This is an optimization exercise on Yosys and OpenROAD, whose aim is small area, a short achievable clock period and few clock cycles, not a production implementation.
In this exercise RTL edits were held to simulation tests only and were not proved equivalent to the original.

==> design.v <==
module intq_mm (
    input  wire        clk,
    input  wire        rst,           
    input  wire        start,
    input  wire [2:0]  mode,          
    input  wire [15:0] rows,
    input  wire [15:0] cols,
    input  wire [31:0] src0,          
    input  wire [31:0] src1,          
    input  wire [31:0] bias_base,     
    input  wire [31:0] out_base,      
    input  wire [31:0] thr_base,      
    input  wire [15:0] thr_stride,
    input  wire [7:0]  z_a,
    input  wire [7:0]  z_out,
    input  wire [31:0] fold_m,
    input  wire [7:0]  fold_n,
    output wire        busy,
    output reg         done,
    output reg  [31:0] result,
    output wire        mem_req,
    output wire        mem_we,
    output wire [31:0] mem_addr,
    output wire [31:0] mem_wdata,
    output wire [3:0]  mem_wstrb,
    input  wire        mem_gnt,
    input  wire        mem_rvalid,
    input  wire [31:0] mem_rdata
);
    localparam [3:0] S_IDLE   = 4'd0,
                     S_ZA0    = 4'd1,    
                     S_ZA1    = 4'd2,    
                     S_ZMUL   = 4'd3,    
                     S_BIAS   = 4'd4,    
                     S_A0     = 4'd5,    
                     S_A1     = 4'd6,    
                     S_W0     = 4'd7,    
                     S_W1     = 4'd8,    
                     S_MAC    = 4'd9,    
                     S_AFF    = 4'd10,   
                     S_THR    = 4'd11,   
                     S_WR0    = 4'd12,   
                     S_WR1    = 4'd13,   
                     S_PACK   = 4'd14;   
    reg [3:0] state;
    reg        pol, wb4, k2;
    reg [15:0] n_cols;
    reg [16:0] n_rows;
    reg [31:0] b_base, o_base, o1_base;
    reg [16:0] t_step;         
    reg [7:0]  za, zo, fn;
    reg [31:0] fm;
    reg [16:0] rowbytes;       
    reg [16:0] r;              
    reg [15:0] c;              
    reg        i;              
    reg [3:0]  t;              
    reg [1:0]  q;              
    reg [31:0] w_row0;         
    reg [31:0] thr_pair;       
    reg [31:0] thr_row;        
    reg        sent;           
    reg [31:0] sum0, sum1, zoff0, zoff1;
    reg signed [31:0] acc00, acc01, acc10, acc11;   
    reg signed [15:0] a0, a1;
    reg [7:0]  w0, w1;
    reg [3:0]  lv00, lv01, lv10, lv11;
    reg        f00, f01, f10, f11;                  
    reg [7:0]  pbuf0, pbuf1;                        
    wire        pair2    = (r + 17'd1) < n_rows;    
    wire [3:0]  kmax     = k2 ? 4'd3 : 4'd15;
    wire [3:0]  nthr     = k2 ? 4'd3 : 4'd15;       
    wire [31:0] act_addr0 = b_base + {15'd0, c, 1'b0};
    wire [31:0] act_addr1 = b_base + {15'd0, n_cols, 1'b0} + {15'd0, c, 1'b0};
    wire [31:0] w_off     = wb4 ? {17'd0, c[15:1]} : {16'd0, c};
    wire [31:0] w_addr0   = w_row0 + w_off;
    wire [31:0] w_addr1   = w_row0 + {15'd0, rowbytes} + w_off;
    wire [31:0] bias_addr = b_base_bias + {13'd0, r + {16'd0, i}, 2'b00};
    wire [31:0] thr_addr  = thr_row + {27'd0, t, 1'b0};
    reg  [31:0] b_base_bias;
    wire [16:0] out_idx   = k2 ? {2'b00, r[16:2]} : {1'b0, r[16:1]};
    wire [31:0] wr_addr0  = o_base  + {15'd0, out_idx};
    wire [31:0] wr_addr1  = o1_base + {15'd0, out_idx};
    reg [31:0] rd_addr;
    always @(*) begin
        case (state)
            S_ZA0, S_A0: rd_addr = act_addr0;
            S_ZA1, S_A1: rd_addr = act_addr1;
            S_W0:        rd_addr = w_addr0;
            S_W1:        rd_addr = w_addr1;
            S_BIAS:      rd_addr = bias_addr;
            default:     rd_addr = thr_addr;
        endcase
    end
    wire is_read  = (state == S_ZA0) || (state == S_ZA1) || (state == S_BIAS) ||
                    (state == S_A0)  || (state == S_A1)  || (state == S_W0)   ||
                    (state == S_W1)  || (state == S_THR);
    wire is_write = (state == S_WR0) || (state == S_WR1);
    wire [31:0] wr_addr = (state == S_WR0) ? wr_addr0 : wr_addr1;
    wire [7:0]  wr_byte = (state == S_WR0) ? pbuf0 : pbuf1;
    assign mem_req   = (is_read && !sent) || is_write;
    assign mem_we    = is_write;
    assign mem_addr  = is_write ? {wr_addr[31:2], 2'b00} : {rd_addr[31:2], 2'b00};
    assign mem_wdata = {4{wr_byte}};
    assign mem_wstrb = is_write ? (4'b0001 << wr_addr[1:0]) : 4'b0000;
    wire        rd_done = is_read && sent && mem_rvalid;
    wire [15:0] rd_half = rd_addr[1] ? mem_rdata[31:16] : mem_rdata[15:0];
    reg  [7:0]  rd_byte;
    always @(*) begin
        case (rd_addr[1:0])
            2'd0: rd_byte = mem_rdata[7:0];
            2'd1: rd_byte = mem_rdata[15:8];
            2'd2: rd_byte = mem_rdata[23:16];
            default: rd_byte = mem_rdata[31:24];
        endcase
    end
    wire [7:0]  rd_weight = wb4 ? (c[0] ? {4'd0, rd_byte[7:4]} : {4'd0, rd_byte[3:0]}) : rd_byte;
    reg signed [31:0] aff_s;
    always @(*) begin
        case (q)
            2'd0: aff_s = acc00;
            2'd1: aff_s = acc01;
            2'd2: aff_s = acc10;
            default: aff_s = acc11;
        endcase
    end
    wire signed [7:0]  nz     = fn;
    wire        [7:0]  n1     = nz[7] ? (8'd0 - fn) : 8'd0;    
    wire        [7:0]  n2     = nz[7] ? 8'd0 : fn;             
    wire        [31:0] aff_t  = (n1 >= 8'd32) ? 32'd0 : (aff_s << n1[4:0]);
    wire signed [63:0] aff_pr = $signed(aff_t) * $signed(fm);
    wire signed [31:0] aff_p  = aff_pr[63:32];
    wire signed [31:0] aff_u  = (n2 >= 8'd32) ? $signed({32{aff_p[31]}}) : (aff_p >>> n2[4:0]);
    wire        [3:0]  aff_v  = aff_u[31] ? 4'd0 :
                                (aff_u > $signed({28'd0, kmax})) ? kmax : aff_u[3:0];
    wire        [3:0]  aff_q0 = aff_v + zo[3:0];
    wire        [3:0]  aff_q  = k2 ? {2'b00, aff_q0[1:0]} : aff_q0;
    wire signed [15:0] thr_val = rd_half;
    wire signed [15:0] s_i0    = i ? acc10[15:0] : acc00[15:0];
    wire signed [15:0] s_i1    = i ? acc11[15:0] : acc01[15:0];
    wire               lt0     = s_i0 < thr_val;
    wire               lt1     = s_i1 < thr_val;
    wire signed [8:0]  w0s = {1'b0, w0};
    wire signed [8:0]  w1s = {1'b0, w1};
    wire signed [24:0] p00 = w0s * a0;
    wire signed [24:0] p01 = w0s * a1;
    wire signed [24:0] p10 = w1s * a0;
    wire signed [24:0] p11 = w1s * a1;
    wire [7:0] pk4_0 = {pair2 ? lv10 : 4'd0, lv00};
    wire [7:0] pk4_1 = {pair2 ? lv11 : 4'd0, lv01};
    wire [3:0] cr0   = {pair2 ? lv10[1:0] : 2'd0, lv00[1:0]};
    wire [3:0] cr1   = {pair2 ? lv11[1:0] : 2'd0, lv01[1:0]};
    wire       last_pair = (r + 17'd2) >= n_rows;
    assign busy = (state != S_IDLE);
    task start_requant;
        begin
            c       <= 16'd0;
            q       <= 2'd0;
            t       <= 4'd0;
            i       <= 1'b0;
            thr_row <= thr_pair;
            {f00, f01, f10, f11} <= 4'b0000;
            {lv00, lv01, lv10, lv11} <= {4{kmax}};
            state   <= pol ? S_THR : S_AFF;
        end
    endtask
    task pack_levels;
        begin
            if (k2) begin
                if (r[1]) begin
                    pbuf0 <= {cr0, pbuf0[3:0]};
                    pbuf1 <= {cr1, pbuf1[3:0]};
                end else begin
                    pbuf0 <= {4'd0, cr0};
                    pbuf1 <= {4'd0, cr1};
                end
                if (r[1] || last_pair) state <= S_WR0;
                else                   next_pair;
            end else begin
                pbuf0 <= pk4_0;
                pbuf1 <= pk4_1;
                state <= S_WR0;
            end
        end
    endtask
    task next_pair;
        begin
            if (last_pair) begin
                state  <= S_IDLE;
                done   <= 1'b1;
                result <= o1_base + (o1_base - o_base);
            end else begin
                r        <= r + 17'd2;
                w_row0   <= w_row0 + {14'd0, rowbytes, 1'b0};
                thr_pair <= thr_pair + {14'd0, t_step, 1'b0};
                i      <= 1'b0;
                state  <= S_BIAS;
            end
        end
    endtask
    always @(posedge clk) begin
        if (rst) begin
            state <= S_IDLE;
            done  <= 1'b0;
            sent  <= 1'b0;
        end else begin
            done <= 1'b0;
            if (is_read && !sent && mem_gnt) sent <= 1'b1;
            if (rd_done) sent <= 1'b0;
            case (state)
                S_IDLE: begin
                    if (start) begin
                        pol         <= mode[0];
                        wb4         <= mode[1];
                        k2          <= mode[2];
                        n_rows      <= {1'b0, rows};
                        n_cols      <= cols;
                        w_row0      <= src0;
                        b_base      <= src1;
                        b_base_bias <= bias_base;
                        o_base      <= out_base;
                        o1_base     <= out_base + (mode[2] ? ({16'd0, rows} + 32'd3) >> 2
                                                           : ({16'd0, rows} + 32'd1) >> 1);
                        thr_pair    <= thr_base;
                        t_step      <= (thr_stride != 16'd0) ? {thr_stride, 1'b0}
                                                             : (mode[2] ? 17'd6 : 17'd30);
                        za          <= z_a;
                        zo          <= z_out;
                        fm          <= fold_m;
                        fn          <= fold_n;
                        rowbytes    <= mode[1] ? ({1'b0, cols} + 17'd1) >> 1 : {1'b0, cols};
                        r           <= 17'd0;
                        c           <= 16'd0;
                        i           <= 1'b0;
                        sum0        <= 32'd0;
                        sum1        <= 32'd0;
                        if (rows == 16'd0) begin
                            done   <= 1'b1;
                            result <= out_base;
                        end else if (cols == 16'd0) begin
                            state <= S_ZMUL;
                        end else begin
                            state <= S_ZA0;
                        end
                    end
                end
                S_ZA0: if (rd_done) begin
                    sum0  <= sum0 + {{16{rd_half[15]}}, rd_half};
                    state <= S_ZA1;
                end
                S_ZA1: if (rd_done) begin
                    sum1 <= sum1 + {{16{rd_half[15]}}, rd_half};
                    if (c == n_cols - 16'd1) begin
                        c     <= 16'd0;
                        state <= S_ZMUL;
                    end else begin
                        c     <= c + 16'd1;
                        state <= S_ZA0;
                    end
                end
                S_ZMUL: begin
                    zoff0 <= sum0 * {24'd0, za};
                    zoff1 <= sum1 * {24'd0, za};
                    state <= S_BIAS;
                end
                S_BIAS: if (rd_done) begin
                    if (!i) begin
                        acc00 <= mem_rdata - zoff0;
                        acc01 <= mem_rdata - zoff1;
                    end else begin
                        acc10 <= mem_rdata - zoff0;
                        acc11 <= mem_rdata - zoff1;
                    end
                    if (!i && pair2) begin
                        i <= 1'b1;
                    end else begin
                        i <= 1'b0;
                        c <= 16'd0;
                        if (n_cols == 16'd0) begin
                            start_requant;
                        end else begin
                            state <= S_A0;
                        end
                    end
                end
                S_A0: if (rd_done) begin
                    a0    <= rd_half;
                    state <= S_A1;
                end
                S_A1: if (rd_done) begin
                    a1    <= rd_half;
                    state <= S_W0;
                end
                S_W0: if (rd_done) begin
                    w0    <= rd_weight;
                    w1    <= 8'd0;
                    state <= pair2 ? S_W1 : S_MAC;
                end
                S_W1: if (rd_done) begin
                    w1    <= rd_weight;
                    state <= S_MAC;
                end
                S_MAC: begin
                    acc00 <= acc00 + {{7{p00[24]}}, p00};
                    acc01 <= acc01 + {{7{p01[24]}}, p01};
                    acc10 <= acc10 + {{7{p10[24]}}, p10};
                    acc11 <= acc11 + {{7{p11[24]}}, p11};
                    if (c == n_cols - 16'd1) begin
                        start_requant;
                    end else begin
                        c     <= c + 16'd1;
                        state <= S_A0;
                    end
                end
                S_AFF: begin
                    case (q)
                        2'd0: lv00 <= aff_q;
                        2'd1: lv01 <= aff_q;
                        2'd2: lv10 <= aff_q;
                        default: lv11 <= aff_q;
                    endcase
                    if (q == 2'd3 || (q == 2'd1 && !pair2)) state <= S_PACK;
                    else q <= q + 2'd1;
                end
                S_THR: if (rd_done) begin
                    if (!i) begin
                        if (!f00 && lt0) begin lv00 <= {t}; f00 <= 1'b1; end
                        if (!f01 && lt1) begin lv01 <= {t}; f01 <= 1'b1; end
                    end else begin
                        if (!f10 && lt0) begin lv10 <= {t}; f10 <= 1'b1; end
                        if (!f11 && lt1) begin lv11 <= {t}; f11 <= 1'b1; end
                    end
                    if (t == nthr - 4'd1) begin
                        t <= 4'd0;
                        if (!i && pair2) begin
                            i       <= 1'b1;
                            thr_row <= thr_row + {15'd0, t_step};
                        end else begin
                            i     <= 1'b0;
                            state <= S_PACK;
                        end
                    end else begin
                        t <= t + 4'd1;
                    end
                end
                S_PACK: pack_levels;
                S_WR0: if (mem_gnt) state <= S_WR1;
                S_WR1: if (mem_gnt) next_pair;
                default: state <= S_IDLE;
            endcase
        end
    end
endmodule
==> run.sh <==
#!/bin/bash
# synth_recipe.tcl (not shown) runs the flow's synth.tcl, then flattens the netlist and writes it again
# the make line also repeats each setting of config.mk as NAME=value (left out here)
make -C /OpenROAD-flow-scripts/flow DESIGN_CONFIG=/design/flow/config.mk WORK_HOME=/design/flow/orfs CLKGATE_MAP_FILE= SYNTH_SCRIPT=/design/flow/synth_recipe.tcl finish
==> config.mk <==
export PLATFORM = sky130hd
export DESIGN_NAME = intq_mm
export DESIGN_NICKNAME = intq_mm
export VERILOG_FILES = /design/flow/design.v
export SDC_FILE = /design/flow/constraint.sdc
export NUM_CORES = 4
export LEC_CHECK = 0
export CAP_MARGIN = 20
export CORE_MARGIN = 2
export CORE_UTILIZATION = 40
export PLACE_DENSITY = 0.6
export SLEW_MARGIN = 20
==> constraint.sdc <==
create_clock -name core_clock -period 16.0 [get_ports {clk}]
set_input_delay 3.2000 -clock core_clock [delete_from_list [all_inputs] [get_ports {clk}]]
set_output_delay 3.2000 -clock core_clock [all_outputs]
set_load 0.01 [all_outputs]
==> run notes <==
TritonCTS clock tree built; Avg WL per Cell around 22 µm; Worst-path clk slew roughly 0.060 ns; Final nets around 17k; Crit. path cell count 56; largest net degree at the start of global routing about 160; post-synthesis register bit count 760; Post-synth EDFFs around 750; fmax 0.0661 GHz; Num CTS Buffers 105; CTS Hold Buffers Added 0; Final WS setup roughly 0.87 ns; clock skew 0.106 ns; number of remaining DRC errors 0; CTS Sinks 760; CP max-delay cell fa_1; DRT Wirelength between 400000 and 500000 µm; CP Capture Point lv11[3]; CP startpoint kind flop; Max Cap Violations 0; total track usage around a quarter; Final Critical Period 15.13 ns; Detail Route Antenna Nets 0; crit path max fanout 30; initial antenna violation count 41; total grt overflow 0; # IOs 408; clock latency at the later pin of the worst-skew pair ~0.93 ns; max-slew violations 0; number of core rows 207; gate count after technology mapping 14.0k; worst setup path start q[0]; Post-DP Area 136000 µm²; Area Growth Syn to Fin 9.70%; sequential fraction of the synthesis area 17.9%; Hold Vio Cnt, Final 0; Ys Warns 1; Design Area, Final about 140000 µm²; H-tree levels 3; share of cells above drive strength 1 4.47%; Required @ worst endpoint 16.77 ns; Clock Path Buffers 4; Worst path max stage delay 0.59 ns; status finished clean; Setup CP Type flop to flop; fin crit share 94.6%; clock root cell clkbuf_16; Hold Crit Class flop to flop; Setup WS pre-CTS 0.168 ns; Worst Hold Path Cells 2; syn_area_per_cell approximately 9.1 µm²; Pre-Repair DR Iteration Count 7; Post-Syn Area 127000 µm²; Initial Util 40.1%; global-route wire length before repair 617000 µm; final setup fails 0; die height 568 µm; RSZ-0062 raised after global routing false; TNS Setup 0 ns; critical path data arrival time 15.90 ns; asr flop ratio synth 0%; flop-to-flop setup slack 0.87 ns; Die Wd 568 µm; slew margin rel. 14.0%; delay-heaviest family, CP compound AO/OA/AOI/OAI gates; r2r endpoint lv11[3]; Slew @ Worst Pin 1.25 ns; Register-to-Register Path Depth 56; Yosys cell types 101; Iteration-0 DRC Markers 7359; Die ar. 323000 µm²; final core utilization 44.0%; # fillers between 30k and 40k; port buffer count 401; RePlAce Congestion 0.962; top_reg_cell synth edfxtp_1; Final HPWL DP about 320000 µm; Worst R2R Start q[0]; Vias/cell 5.42; routed vias 99.7k; CP endpoint kind flop; worst path bufs/invs 8; number of global-route vias before repair 101k; Core Region 318000 µm²
[cell families (layout without fill, tap and decap cells)]
kind of cell / count (synthesis) / count (layout) / synth area share (%)
buffers and inverters: 2748 / 2924 / 8.19
muxes: 170 / 170 / 1.45
DFF: 760 / 760 / 17.9
other: 1 / 27 / 0.00294
and+or+nand+nor: 4406 / 4406 / 16.7
xor gates and xnor gates: 767 / 767 / 5.30
adders and majority gates: 2841 / 2841 / 38.8
AOI/OAI and AO/OA: 2305 / 2306 / 11.6
[through the flow]
| step | std cells | hold WS [ns] |
|---|---|---|
| after detailed placement | 18164 | 0.537 |
| after CTS | 18353 | 0.550 |
| after global placement | 18163 | 0.526 |
| after floorplan | 13999 | 0.491 |
| after global routing | 18366 | 0.572 |
| final | 18381 | 0.553 |
[synth_stat cells, drive strengths merged, types with 83 or more instances]
master     n  share of area (%)
inv     2125                6.3
o21bai   120               0.71
mux2      84               0.74
xnor2    491                3.4
nand3    203               0.80
xor2     274                1.9
o21ai    595                2.3
nand2b    86               0.42
edfxtp   754                 18
clkbuf   564                1.7
nor2b     83               0.41
a21o     173                1.0
and2     941                4.6
mux2i     83               0.65
nor2     655                1.9
a21oi    593                2.3
ha       987                9.7
nor3     219               0.86
and3     213                1.0
fa      1854                 29
nand2   1695                5.0
[how the worst min path moves through the flow]
| stage | from | end | slack, ns |
|---|---|---|---|
| 6_report | sent | sent | 0.55 |
| 2_1_floorplan | thr_pair[1] | thr_row[1] | 0.49 |
| 4_1_cts | sent | sent | 0.55 |
| 3_3_place_gp | sent | sent | 0.53 |
| 5_1_grt | thr_pair[14] | thr_row[14] | 0.57 |
| 3_5_place_dp | sent | sent | 0.54 |
[cell type report]
cell class | count | area (µm²) | area share, %
sequential | 760 | 22800 | 16.3
multi-input combinational | 10492 | 94700 | 67.7
clock buffer | 119 | 2680 | 1.92
antenna | 25 | 62.6 | 0.0448
timing repair buffer | 610 | 5600 | 4.01
tap | 4180 | 5230 | 3.74
inverter | 2125 | 7980 | 5.71
clock inverter | 70 | 790 | 0.565
[routing by layer]
metal  global-route usage [%]  part of all wire (%)  wire length (µm)
met4                     10.2                   4.9             19400
met5                        0                 0.034               138
met1                     32.8                    42            170000
met2                     40.1                    46            184000
met3                     3.95                   6.8             27400
[cells in the final DEF (no fill, tap or decap), drive strengths merged, types with 68 or more instances in the layout]
| cell | count |
|---|---|
| clkbuf | 119 |
| xnor2 | 491 |
| nor3 | 219 |
| nand2 | 1695 |
| clkdlybuf4s50 | 399 |
| o211ai | 73 |
| and2 | 941 |
| o21bai | 120 |
| inv | 2138 |
| edfxtp | 754 |
| o21a | 80 |
| o21ai | 595 |
| nor2 | 655 |
| fa | 1854 |
| mux2 | 84 |
| a21oi | 593 |
| xor2 | 274 |
| nand2b | 86 |
| or3 | 68 |
| a21o | 173 |
| ha | 987 |
| nand3 | 203 |
| and3 | 213 |
| mux2i | 83 |
| buf | 211 |
| a211oi | 82 |
| nor2b | 83 |
[repair_timing]
action	CTS	global route
buffers inserted	0	2
endpoints found under the setup margin	0	16
endpoints found under the hold margin	0	0
resized for setup	0	22
[worst register-to-register path, delay by kind of cell (launching register included)]
family	cells	cell delay [ns]
adder cells (fa/ha/maj)	12	5.31
multiplexers	3	0.60
buffers and inverters	8	1.17
XOR/XNOR	1	0.21
flip-flops	1	0.44
AND/OR/NAND/NOR	9	1.92
AO/OA/AOI/OAI	23	5.33
Testbench counts, summed over its fixed seeds: cycles 413,958.

==> static timing again, ports no longer ideal <==
The results above use ideal ports. As a check the final layout listed here was re-extracted and re-timed, cells and wires unchanged.
Step 1 sets driving cells, clkbuf_16 on the clock port and buf_2 on the other inputs (assumed; they add their load-dependent delay and slew).
Step 2 times the ports against the registers' clock, not the clock port: input delays grow and output delays shrink by t, the midpoint of the rising clock arrivals with the driver on.
Three values: no drivers, after step 1, after step 2; two values: the first two.
t, ns: 1.010
setup slack, ns: 0.871 / 0.871 / 0.871
worst setup path at the end: register to register
worst slew at a driven data input, ns: 0.33
After both steps this run still meets setup and hold. For this run, drivers alone change the setup slack by 0.000 ns; drivers and shift together by 0.000 ns.
